From an optimization exercise on the open Yosys and OpenROAD flow, aimed at small area, a short achievable clock period and few clock cycles; shortcuts taken in it are not production practice.
Where RTL was checked, it was by simulation tests only, not by an equivalence proof against the original.

// fvmc
module fvmc (
    input  wire        clk,
    input  wire        rst,         
    input  wire        req,         
    input  wire        we,          
    input  wire [5:0]  addr,        
    input  wire [31:0] wdata,
    output wire        ack,         
    output reg  [31:0] rdata,       
    output wire [16:0] mot_yaw,
    output wire [16:0] mot_fwd
);
clock: 90.0 ns
lec_check: 0
cap_margin: 30
core_margin: 2
core_utilization: 45
setup_slack_margin: 2
slew_margin: 30
run.sh (not shown) runs the stock make flow with config.mk's settings and CLKGATE_MAP_FILE= SYNTH_SCRIPT=/design/flow/synth_recipe.tcl, a recipe that flattens the netlist after the stock synthesis.
Testbench counts at the start, summed over its fixed seeds: cycles 162,131.
==> next run, changes <==
Settings changed: CORE_UTILIZATION 45 to 70.
Outcome: The new run did not get past global routing; synthesized area stays the same; synthesized cell count does not change.
==> next run, changes <==
Settings changed: CORE_UTILIZATION 70 to 52.
Effect: The changed run finished with timing, DRC and antenna clean. Synthesized area is unchanged. Synthesized cell count is unchanged.
==> next run, changes <==
==> flow/flow/run.sh (new file) <==
#!/bin/bash
# Own layout flow: the standard ORFS flow, with the port buffers built from
# sky130_fd_sc_hd__buf_4 cells instead of the resizer's default buffer choice.
# Each tool writes its own logs under orfs/logs; the driver's output goes to standard.log.
set -o pipefail
export BUFFER_PORTS_ARGS="-buffer_cell sky130_fd_sc_hd__buf_4"
bash standard.sh > standard.log 2>&1
==> flow/standard.sh (new file) <==
#!/bin/bash
# synth_recipe.tcl (not shown) runs the flow's synth.tcl, then flattens the netlist and writes it again
# the make line also repeats each setting of config.mk as NAME=value (left out here)
make -C /OpenROAD-flow-scripts/flow DESIGN_CONFIG=/design/flow/config.mk WORK_HOME=/design/flow/orfs CLKGATE_MAP_FILE= SYNTH_SCRIPT=/design/flow/synth_recipe.tcl "${@:-finish}"
Settings changed: CORE_UTILIZATION 52 to 45.
removed: flow/run.sh
Outcome: Design area is about the same. Die area increases by 15%. Worst setup slack gets better by 870 ps. Clock skew grows by 6.2 ps. Fmax rose by 2.2%. Synthesized area does not change.

Setup of trial 82:
Another version of the RTL of fvmc (not shown whole).
For scale: roughly 1200 flip-flops, about 110 I/O pins.
==> flow/config.mk <==
export PLATFORM = sky130hd
export DESIGN_NAME = fvmc
export DESIGN_NICKNAME = fvmc
export VERILOG_FILES = /design/flow/design.v
export SDC_FILE = /design/flow/constraint.sdc
export NUM_CORES = 8
export LEC_CHECK = 0
export CAP_MARGIN = 30
export CORE_MARGIN = 2
export CORE_UTILIZATION = 45
export CTS_CLUSTER_DIAMETER = 100
export CTS_CLUSTER_SIZE = 22
export SLEW_MARGIN = 30
==> flow/constraint.sdc <==
create_clock -name core_clock -period 90.0 [get_ports {clk}]
set_input_delay 18.0000 -clock core_clock [delete_from_list [all_inputs] [get_ports {clk}]]
set_output_delay 18.0000 -clock core_clock [all_outputs]
set_load 0.01 [all_outputs]
standard.sh (not shown) runs the stock make flow with config.mk's settings and CLKGATE_MAP_FILE= SYNTH_SCRIPT=/design/flow/synth_recipe.tcl, a recipe that flattens the netlist after the stock synthesis.
==> flow/flow/run.sh <==
#!/bin/bash
# Own layout flow: the standard ORFS flow, with the port buffers built from
# sky130_fd_sc_hd__buf_4 cells instead of the resizer's default buffer choice.
# Each tool writes its own logs under orfs/logs; the driver's output goes to standard.log.
set -o pipefail
export BUFFER_PORTS_ARGS="-buffer_cell sky130_fd_sc_hd__buf_4"
# ask the timing repair for 52 ns of setup slack at the 90 ns clock
export SETUP_SLACK_MARGIN=52
bash standard.sh > standard.log 2>&1
Testbench counts of trial 82, summed over its fixed seeds: cycles 161,913.
For trial 31, these inputs were changed with respect to trial 82:
-- flow/flow/run.sh --
<<< trial 82, line 6
export BUFFER_PORTS_ARGS="-buffer_cell sky130_fd_sc_hd__buf_4"
# ask the timing repair for 52 ns of setup slack at the 90 ns clock
export SETUP_SLACK_MARGIN=52
bash standard.sh > standard.log 2>&1
>>> trial 31, line 6
export BUFFER_PORTS_ARGS="-buffer_cell sky130_fd_sc_hd__buf_4"
# ask the timing repair for 51 ns of setup slack at the 90 ns clock
export SETUP_SLACK_MARGIN=51
bash standard.sh > standard.log 2>&1
-- flow/config.mk --
<<< trial 82, line 7
export LEC_CHECK = 0
export CAP_MARGIN = 30
export CORE_MARGIN = 2
>>> trial 31, line 7
export LEC_CHECK = 0
export CAP_MARGIN = 20
export CORE_MARGIN = 2
<<< trial 82, line 12
export CTS_CLUSTER_SIZE = 22
export SLEW_MARGIN = 30
>>> trial 31, line 12
export CTS_CLUSTER_SIZE = 22
export GPL_TIMING_DRIVEN = 0
export SLEW_MARGIN = 20
Findings:
In trial 31 relative to trial 82, non-clock buffer count had gone up by more than a quarter. Cmp trial 31 and trial 82 / total vias in the final route / higher: trial 31.

fvmc, a different RTL version from the one above (not shown whole).
Size: about 11000 cells after synthesis, about 1200 flip-flops, roughly 110 I/O pins, roughly 94000 sq um of cells after synthesis.
clock: 90.0 ns
lec_check: 0
cap_margin: 30
core_margin: 2
core_utilization: 45
slew_margin: 30
==> flow/flow/run.sh <==
#!/bin/bash
# Own layout flow: the standard ORFS flow, with the port buffers built from
# sky130_fd_sc_hd__buf_4 cells instead of the resizer's default buffer choice.
# Each tool writes its own logs under orfs/logs; the driver's output goes to standard.log.
set -o pipefail
export BUFFER_PORTS_ARGS="-buffer_cell sky130_fd_sc_hd__buf_4"
# ask the timing repair for 53 ns of setup slack at the 90 ns clock (paths of at most 37 ns)
export SETUP_SLACK_MARGIN=53
bash standard.sh > standard.log 2>&1
The baseline ran to the end with no violations.
Change:
==> flow/run.sh (new file) <==
#!/bin/bash
# synth_recipe.tcl (not shown) runs the flow's synth.tcl, then flattens the netlist and writes it again
# the make line also repeats each setting of config.mk as NAME=value (left out here)
make -C /OpenROAD-flow-scripts/flow DESIGN_CONFIG=/design/flow/config.mk WORK_HOME=/design/flow/orfs CLKGATE_MAP_FILE= SYNTH_SCRIPT=/design/flow/synth_recipe.tcl finish
Settings changed: CTS_CLUSTER_DIAMETER set to 100, CTS_CLUSTER_SIZE set to 22, SETUP_SLACK_MARGIN set to 2.
removed: flow/flow/run.sh
removed: flow/standard.sh
After rerunning: Die area stays the same; count of clock-buffer cells in the layout came out lower by 84; sequential cell count is unchanged; first-iteration DRC count goes up by 3.7%; global-route usage decreases by 0.96 points; worst hold slack hardly moves; core utilization goes down by 3.0 points.
No functional check of the RTL was part of any run of this note.

Another version of the RTL of fvmc (not shown whole).
Size in the first run: roughly 11,000 cells after synthesis, roughly 1,200 flip-flops, ~110 I/O pins, about 92,000 µm² of cells after synthesis.
clock: 90.0 ns
lec_check: 0
cap_margin: 30
core_margin: 2
core_utilization: 55
cts_cluster_diameter: 100
cts_cluster_size: 22
slew_margin: 30
==> flow/flow/run.sh <==
#!/bin/bash
# Own layout flow: the standard ORFS flow, with the port buffers built from
# sky130_fd_sc_hd__buf_4 cells instead of the resizer's default buffer choice.
# Each tool writes its own logs under orfs/logs; the driver's output goes to standard.log.
set -o pipefail
export BUFFER_PORTS_ARGS="-buffer_cell sky130_fd_sc_hd__buf_4"
# ask the timing repair for 51.6 ns of setup slack at the 90 ns clock
export SETUP_SLACK_MARGIN=51.6
bash standard.sh > standard.log 2>&1
The baseline completed with no timing, DRC or antenna violations.
Testbench counts at the start, summed over its fixed seeds: cycles 161,913.
Then changed:
--- a/flow/flow/run.sh
+++ b/flow/flow/run.sh
@@ -5,5 +5,5 @@
 set -o pipefail
 export BUFFER_PORTS_ARGS="-buffer_cell sky130_fd_sc_hd__buf_4"
-# ask the timing repair for 51.6 ns of setup slack at the 90 ns clock
-export SETUP_SLACK_MARGIN=51.6
+# ask the timing repair for 51 ns of setup slack at the 90 ns clock
+export SETUP_SLACK_MARGIN=51
 bash standard.sh > standard.log 2>&1
Settings changed: CORE_UTILIZATION 55 to 45.
Outcome:
- wire length goes down by 1.3%
- setup slack is worse by 0.60 ns
- area after synthesis stays the same
- non-clock buffer count goes up by 33
- utilization goes down by 11 points
- first-iteration DRC count goes down by 27%

Starting RTL as in the previous note.
Settings: LEC_CHECK=0, CAP_MARGIN=30, CORE_MARGIN=2, CORE_UTILIZATION=45, CTS_CLUSTER_DIAMETER=100, CTS_CLUSTER_SIZE=22, SLEW_MARGIN=30; clock period 90.0 ns.
==> flow/flow/run.sh <==
#!/bin/bash
# Own layout flow: the standard ORFS flow, with the port buffers built from
# sky130_fd_sc_hd__buf_4 cells instead of the resizer's default buffer choice.
# Each tool writes its own logs under orfs/logs; the driver's output goes to standard.log.
set -o pipefail
export BUFFER_PORTS_ARGS="-buffer_cell sky130_fd_sc_hd__buf_4"
# ask the timing repair for 51.6 ns of setup slack at the 90 ns clock
export SETUP_SLACK_MARGIN=51.6
bash standard.sh > standard.log 2>&1
Testbench counts at the start, summed over its fixed seeds: cycles 161,913.
Then changed:
--- a/flow/flow/run.sh
+++ b/flow/flow/run.sh
@@ -6,4 +6,4 @@
 export BUFFER_PORTS_ARGS="-buffer_cell sky130_fd_sc_hd__buf_4"
-# ask the timing repair for 51.6 ns of setup slack at the 90 ns clock
-export SETUP_SLACK_MARGIN=51.6
+# ask the timing repair for 51 ns of setup slack at the 90 ns clock
+export SETUP_SLACK_MARGIN=51
 bash standard.sh > standard.log 2>&1
- CORE_UTILIZATION: 45 -> 55
What happened: Critical path depth is unchanged; die area goes down by 18%; routed wire length goes up by 0.37%; synthesized cell count stays the same.

-- static timing again, ports no longer ideal --
No port has a modelled driver above. Below, the same layouts with a new extraction and two added sets of constraints. Step 1, drivers: a clkbuf_16 drives clk and a buf_2 each remaining input, both assumed. Step 2 moves the port delays by t, midway between the first and last clock arrival at a register: inputs arrive t later, outputs are due t later. That takes back most of the time a late clock gives input paths. Three values: no drivers, after step 1, after step 2; two values: the first two.
run | t, ns | slack for setup (ns) | clock arrival spread, ns | slew at the worst register clock pin (ns)
the first run of note 1 | 0.923 | 49.119 / 49.087 / 49.087 | 0.066 / 0.066 | 0.07 / 0.07
the third run of note 1 | 0.932 | 49.307 / 49.160 / 49.160 | 0.078 / 0.078 | 0.07 / 0.07
the fourth run of note 1 | 0.923 | 50.172 / 50.115 / 50.115 | 0.083 / 0.083 | 0.07 / 0.07
trial 82 | 0.861 | 51.760 / 51.332 / 51.332 | 0.066 / 0.067 | 0.11 / 0.11
trial 31 | 0.885 | 50.748 / 50.722 / 50.722 | 0.072 / 0.072 | 0.11 / 0.11
the first run of note 3 | 0.962 | 52.020 / 51.893 / 51.893 | 0.097 / 0.096 | 0.07 / 0.07
the second run of note 3 | 0.848 | 49.486 / 49.448 / 49.448 | 0.077 / 0.078 | 0.10 / 0.10
the first run of note 4 | 0.849 | 51.491 / 51.440 / 51.440 | 0.071 / 0.071 | 0.11 / 0.11
the second run of note 4 | 0.850 | 50.895 / 50.867 / 50.867 | 0.083 / 0.083 | 0.11 / 0.11
the first run of note 5 | 0.850 | 51.465 / 51.441 / 51.441 | 0.095 / 0.095 | 0.11 / 0.11
the second run of note 5 | 0.852 | 50.986 / 50.850 / 50.850 | 0.071 / 0.070 | 0.11 / 0.11
After both steps every run listed still meets setup and hold. For trial 82, which loses most, drivers alone change the setup slack by -0.428 ns; drivers and shift together by -0.428 ns.
